What follows belongs to an exercise in optimizing a design on an open flow for small area, a short achievable clock period and few clock cycles per item; a production flow would make more cautious choices.
Only simulation tests tie the RTL to the original design; equivalence was not proved.
Power is estimated from default activity; no workload was simulated.

try-xenon:
==> flow/design.v <==
module saturating_counter_array (
    input  wire        clk,
    input  wire        rst,             
    input  wire        cmd_valid,
    output wire        cmd_ready,
    input  wire [3:0]  cmd_op,
    input  wire [31:0] cmd_addr,
    output wire        rsp_valid,
    output wire [2:0]  rsp_status,
    output wire [11:0] rsp_data,
    output wire        fault_o,
    output wire [4:0]  peer_rd_idx,
    input  wire [31:0] peer_rd_data,
    input  wire [15:0] peer_size,
    input  wire [7:0]  peer_counter_width,
    input  wire [15:0] peer_threshold,
    input  wire [7:0]  peer_offset_bits,
    input  wire [3:0]  peer_num_masks,
    input  wire [23:0] peer_mask_lsbs,    
    input  wire [23:0] peer_mask_sizes    
);
    localparam [2:0] ST_OK       = 3'd0;
    localparam [2:0] ST_ILLEGAL  = 3'd1;
    localparam [2:0] ST_COMPAT   = 3'd3;
    localparam [2:0] ST_HALTED   = 3'd4;
    reg [1023:0] cnt;             
    reg          fault_q;
    reg          merging_q;       
    reg [7:0]    idx_q;           
    reg [4:0]    nb_q;            
    reg          ready_q;         
    reg [31:0]   word_q;          
    reg          set_q, unset_q, clr_q;      
    reg          get_q, isset_q, tot_q;      
    reg [11:0]   total_q;         
    reg [19:0]   pair_q;          
    reg          pv_q;            
    reg [6:0]    dsum_q;          
    reg          totw_q;          
    reg [31:0]   peer_q;          
    reg          rsp_valid_q;
    reg [2:0]    rsp_status_q;
    wire   last        = merging_q & (idx_q[7:3] == 5'd31);    
    wire   cont        = merging_q & ~last;                   
    assign cmd_ready   = ready_q;      
    assign rsp_valid   = rsp_valid_q;
    assign rsp_status  = rsp_status_q;
    assign fault_o     = fault_q;
    assign peer_rd_idx = merging_q ? nb_q : 5'd0;
    wire [7:0] idx = cmd_addr[13:6] ^ cmd_addr[21:14] ^ cmd_addr[29:22];
    wire is_set   = (cmd_op == 4'h1);
    wire is_unset = (cmd_op == 4'h2);
    wire is_get   = (cmd_op == 4'h3);
    wire is_isset = (cmd_op == 4'h4);
    wire is_total = (cmd_op == 4'h5);
    wire is_clear = (cmd_op == 4'h6);
    wire is_merge = (cmd_op == 4'h7);
    wire illegal  = (cmd_op == 4'h0) | cmd_op[3];
    wire compat = (peer_size          == 16'd256) &&
                  (peer_counter_width == 8'd4)    &&
                  (peer_threshold     == 16'd4)   &&
                  (peer_offset_bits   == 8'd6)    &&
                  (peer_num_masks     == 4'd3)    &&
                  (peer_mask_lsbs     == {8'd16, 8'd8, 8'd0}) &&
                  (peer_mask_sizes    == {8'd8, 8'd8, 8'd8});
    wire go     = cmd_valid & cmd_ready;      
    wire ex     = go & ~fault_q;              
    wire mstart = ex & is_merge & compat;
    wire [3:0] cur     = word_q[4*idx_q[2:0] +: 4];
    wire       cur_max = (cur == 4'd15);
    wire       cur_min = (cur == 4'd0);
    wire [3:0] newval  = set_q ? (cur_max ? 4'd15 : cur + 4'd1)
                               : (cur_min ? 4'd0  : cur - 4'd1);
    wire       write_sc = set_q | unset_q;
    assign rsp_data = ({12{get_q}}   & {8'd0, cur}) |
                      ({12{isset_q}} & {11'd0, cur[3] | cur[2]}) |
                      ({12{tot_q}}   & total_q);
    reg [3:0] merged [0:7];
    reg [3:0] delta  [0:7];
    integer k;
    always @* begin : sat_add
        reg [4:0] s;
        for (k = 0; k < 8; k = k + 1) begin
            s = {1'b0, word_q[4*k +: 4]} + {1'b0, peer_q[4*k +: 4]};
            merged[k] = s[4] ? 4'd15 : s[3:0];
            delta[k]  = s[4] ? ~word_q[4*k +: 4] : peer_q[4*k +: 4];
        end
    end
    wire [4:0] ds01 = delta[0] + delta[1];
    wire [4:0] ds23 = delta[2] + delta[3];
    wire [4:0] ds45 = delta[4] + delta[5];
    wire [4:0] ds67 = delta[6] + delta[7];
    wire [6:0] dsum = ({2'd0, pair_q[4:0]}   + {2'd0, pair_q[9:5]}) +
                      ({2'd0, pair_q[14:10]} + {2'd0, pair_q[19:15]});
    wire tot_ready = ~merging_q & ~pv_q;
    wire zero_all = rst | clr_q;
    genvar gw, gk;
    generate
        for (gk = 0; gk < 8; gk = gk + 1) begin : lane
            wire       lsel = merging_q | (write_sc & (idx_q[2:0] == gk));
            wire [3:0] wd   = {4{~zero_all}} & (merging_q ? merged[gk] : newval);
            for (gw = 0; gw < 32; gw = gw + 1) begin : wrd
                wire en = zero_all | (lsel & (idx_q[7:3] == gw));
                always @(posedge clk)
                    if (en) cnt[4*(8*gw+gk) +: 4] <= wd;
            end
        end
    endgenerate
    wire [4:0] rsel = cont      ? nb_q :
                      is_merge  ? 5'd0 : idx[7:3];
    wire [31:0] rs = 32'd1 << rsel;
    reg [31:0] word;
    integer w;
    always @* begin
        word = 32'd0;
        for (w = 0; w < 32; w = w + 1)
            word = word | (cnt[32*w +: 32] & {32{rs[w]}});
    end
    wire hit = idx_q[7:3] == rsel;
    reg [31:0] word_n;
    integer j;
    always @* begin
        for (j = 0; j < 8; j = j + 1)
            word_n[4*j +: 4] = (clr_q | (hit & (merging_q | (write_sc & (idx_q[2:0] == j))))) ?
                               ({4{~clr_q}} & (merging_q ? merged[j] : newval)) : word[4*j +: 4];
    end
    always @(posedge clk) begin
        word_q     <= word_n;
        peer_q     <= peer_rd_data;
        idx_q[7:3] <= rsel;
        nb_q       <= rsel + 5'd1;
        idx_q[2:0] <= idx[2:0];
    end
    wire [11:0] tbase = total_q + {5'd0, dsum_q};
    wire merging_n = cont | mstart;
    wire totw_n    = (totw_q | (ex & is_total & ~mstart)) & ~tot_ready;
    wire ready_n   = ~totw_n & (~merging_n | (cont & (idx_q[7:3] == 5'd30)));
    always @(posedge clk) begin
        if (rst) begin
            fault_q     <= 1'b0;
            merging_q   <= 1'b0;
            set_q       <= 1'b0;
            unset_q     <= 1'b0;
            clr_q       <= 1'b0;
            get_q       <= 1'b0;
            isset_q     <= 1'b0;
            tot_q       <= 1'b0;
            total_q     <= 12'd0;
            pair_q      <= 20'd0;
            pv_q        <= 1'b0;
            dsum_q      <= 7'd0;
            totw_q      <= 1'b0;
            rsp_valid_q <= 1'b0;
            ready_q     <= 1'b1;
        end else begin
            ready_q <= ready_n;
            if (clr_q)
                total_q <= 12'd0;
            else if (set_q & ~cur_max)
                total_q <= tbase + 12'd1;
            else if (unset_q & ~cur_min)
                total_q <= tbase - 12'd1;
            else
                total_q <= tbase;
            pair_q <= merging_q ? {ds67, ds45, ds23, ds01} : 20'd0;
            pv_q   <= merging_q;
            dsum_q <= clr_q ? 7'd0 : dsum;
            set_q   <= 1'b0;
            unset_q <= 1'b0;
            clr_q   <= 1'b0;
            get_q   <= 1'b0;
            isset_q <= 1'b0;
            tot_q   <= 1'b0;
            rsp_valid_q  <= 1'b0;
            rsp_status_q <= ST_OK;
            if (merging_q & (idx_q[7:3] == 5'd30))
                rsp_valid_q <= 1'b1;
            if (last)
                merging_q <= 1'b0;
            if (totw_q & tot_ready) begin
                totw_q      <= 1'b0;
                rsp_valid_q <= 1'b1;
                tot_q       <= 1'b1;
            end
            if (go) begin
                if (mstart) begin
                    merging_q <= 1'b1;
                end else if (ex & is_total & ~tot_ready) begin
                    totw_q <= 1'b1;
                end else begin
                    rsp_valid_q <= 1'b1;
                    if (fault_q) begin
                        rsp_status_q <= ST_HALTED;
                    end else if (illegal) begin
                        fault_q      <= 1'b1;
                        rsp_status_q <= ST_ILLEGAL;
                    end else if (is_merge) begin
                        fault_q      <= 1'b1;
                        rsp_status_q <= ST_COMPAT;
                    end else begin
                        set_q   <= is_set;
                        unset_q <= is_unset;
                        clr_q   <= is_clear;
                        get_q   <= is_get;
                        isset_q <= is_isset;
                        tot_q   <= is_total;
                    end
                end
            end
        end
    end
endmodule
export LEC_CHECK = 0
export CAP_MARGIN = 20
export CORE_MARGIN = 2
export CORE_UTILIZATION = 45
export PLACE_DENSITY = 0.6
export SETUP_SLACK_MARGIN = 5
export SLEW_MARGIN = 20
export TNS_END_PERCENT = 0
create_clock -name core_clock -period 9.0 [get_ports {clk}]
standard.sh (not shown) runs the stock make flow with config.mk's settings and CLKGATE_MAP_FILE= SYNTH_SCRIPT=/design/flow/synth_recipe.tcl, a recipe that flattens the netlist after the stock synthesis.
==> flow/flow/run.sh <==
#!/bin/bash
# The standard layout, with one change: the port buffers that placement
# inserts on every input and output use buf_2 instead of the default cell.
set -euo pipefail
export BUFFER_PORTS_ARGS="-buffer_cell sky130_fd_sc_hd__buf_2"
bash standard.sh > standard_flow.log 2>&1
Testbench counts of try-xenon, summed over its fixed seeds: cycles 20,328, commands 12,000.
--- input diff try-xenon..try-delta ---
-- flow/design.v --
<<< try-xenon, line 27
    reg          fault_q;
    reg          merging_q;       
    reg [7:0]    idx_q;           
    reg [4:0]    nb_q;            
    reg          ready_q;         
>>> try-delta, line 27
    reg          fault_q;
    reg          merging_q;       
    reg [7:3]    idx_q;           
    reg [7:0]    lane_q;          
    reg [4:0]    nb_q;            
    reg          ready_q;         
<<< try-xenon, line 67
    wire ex     = go & ~fault_q;              
    wire mstart = ex & is_merge & compat;
    wire [3:0] cur     = word_q[4*idx_q[2:0] +: 4];
    wire       cur_max = (cur == 4'd15);
    wire       cur_min = (cur == 4'd0);
>>> try-delta, line 68
    wire ex     = go & ~fault_q;              
    wire mstart = ex & is_merge & compat;
    reg  [3:0] cur;
    integer m;
    always @* begin
        cur = 4'd0;
        for (m = 0; m < 8; m = m + 1)
            cur = cur | (word_q[4*m +: 4] & {4{lane_q[m]}});
    end
    wire       cur_max = (cur == 4'd15);
    wire       cur_min = (cur == 4'd0);
<<< try-xenon, line 98
    generate
        for (gk = 0; gk < 8; gk = gk + 1) begin : lane
            wire       lsel = merging_q | (write_sc & (idx_q[2:0] == gk));
            wire [3:0] wd   = {4{~zero_all}} & (merging_q ? merged[gk] : newval);
            for (gw = 0; gw < 32; gw = gw + 1) begin : wrd
>>> try-delta, line 105
    generate
        for (gk = 0; gk < 8; gk = gk + 1) begin : lane
            wire       lsel = merging_q | (write_sc & lane_q[gk]);
            wire [3:0] wd   = {4{~zero_all}} & (merging_q ? merged[gk] : newval);
            for (gw = 0; gw < 32; gw = gw + 1) begin : wrd
<<< try-xenon, line 122
    always @* begin
        for (j = 0; j < 8; j = j + 1)
            word_n[4*j +: 4] = (clr_q | (hit & (merging_q | (write_sc & (idx_q[2:0] == j))))) ?
                               ({4{~clr_q}} & (merging_q ? merged[j] : newval)) : word[4*j +: 4];
    end
>>> try-delta, line 129
    always @* begin
        for (j = 0; j < 8; j = j + 1)
            word_n[4*j +: 4] = (clr_q | (hit & (merging_q | (write_sc & lane_q[j])))) ?
                               ({4{~clr_q}} & (merging_q ? merged[j] : newval)) : word[4*j +: 4];
    end
<<< try-xenon, line 130
        idx_q[7:3] <= rsel;
        nb_q       <= rsel + 5'd1;
        idx_q[2:0] <= idx[2:0];
    end
    wire [11:0] tbase = total_q + {5'd0, dsum_q};
>>> try-delta, line 137
        idx_q[7:3] <= rsel;
        nb_q       <= rsel + 5'd1;
        lane_q     <= 8'd1 << idx[2:0];
    end
    wire [11:0] tbase = total_q + {5'd0, dsum_q};
--- outcome ---
Sequential fraction of total cell area in try-delta is 0.32 points lower than in try-xenon
Compared with try-xenon, try-delta shows net count reported at finish that has gone up slightly.
Comparing try-delta and try-xenon, post-layout minimum cycle time is lower on try-xenon.
The multi-input gate share of total cell area on try-xenon is in line with that on try-delta.
Met2 wire length delta for try-delta relative to try-xenon: 2.1% higher
Critical path depth: try-delta > try-xenon
The combinational logic power in try-xenon is 0.937 times that in try-delta.
| sequential power | try-delta vs try-xenon | about 1% higher |
Testbench counts of try-delta, summed over its fixed seeds: cycles 20,328, commands 12,000.

==> what the ideal ports hide <==
In the flow no input, the clock included, has a driving cell. The finished layouts below were timed again as built, in two steps. Step 1 (the two cells are an assumption about what drives the block):
set clk [get_ports {clk}]
set_driving_cell -lib_cell sky130_fd_sc_hd__clkbuf_16 $clk
set_driving_cell -lib_cell sky130_fd_sc_hd__buf_2 [delete_from_list [all_inputs] $clk]
Step 2 also shifts input and output timing later by t, the mid clock arrival at the registers, as if the neighbouring blocks saw the same clock. a / b / c = ideal / step 1 / step 2; a / b = the first two.
run	shift t [ns]	setup slack, ns	hold slack, ns	worst setup path after step 2	worst register clock-pin slew, ns
try-xenon	0.797	4.483 / 4.526 / 3.729	0.453 / 0.453 / 0.453	input to register	0.07 / 0.07
try-delta	0.786	4.386 / 4.386 / 3.661	0.483 / 0.483 / 0.483	input to register	0.07 / 0.07
After both steps setup and hold are still met in every run listed. The setup slack of try-xenon, which loses most, moves by +0.043 ns with the drivers and by -0.754 ns with both steps.
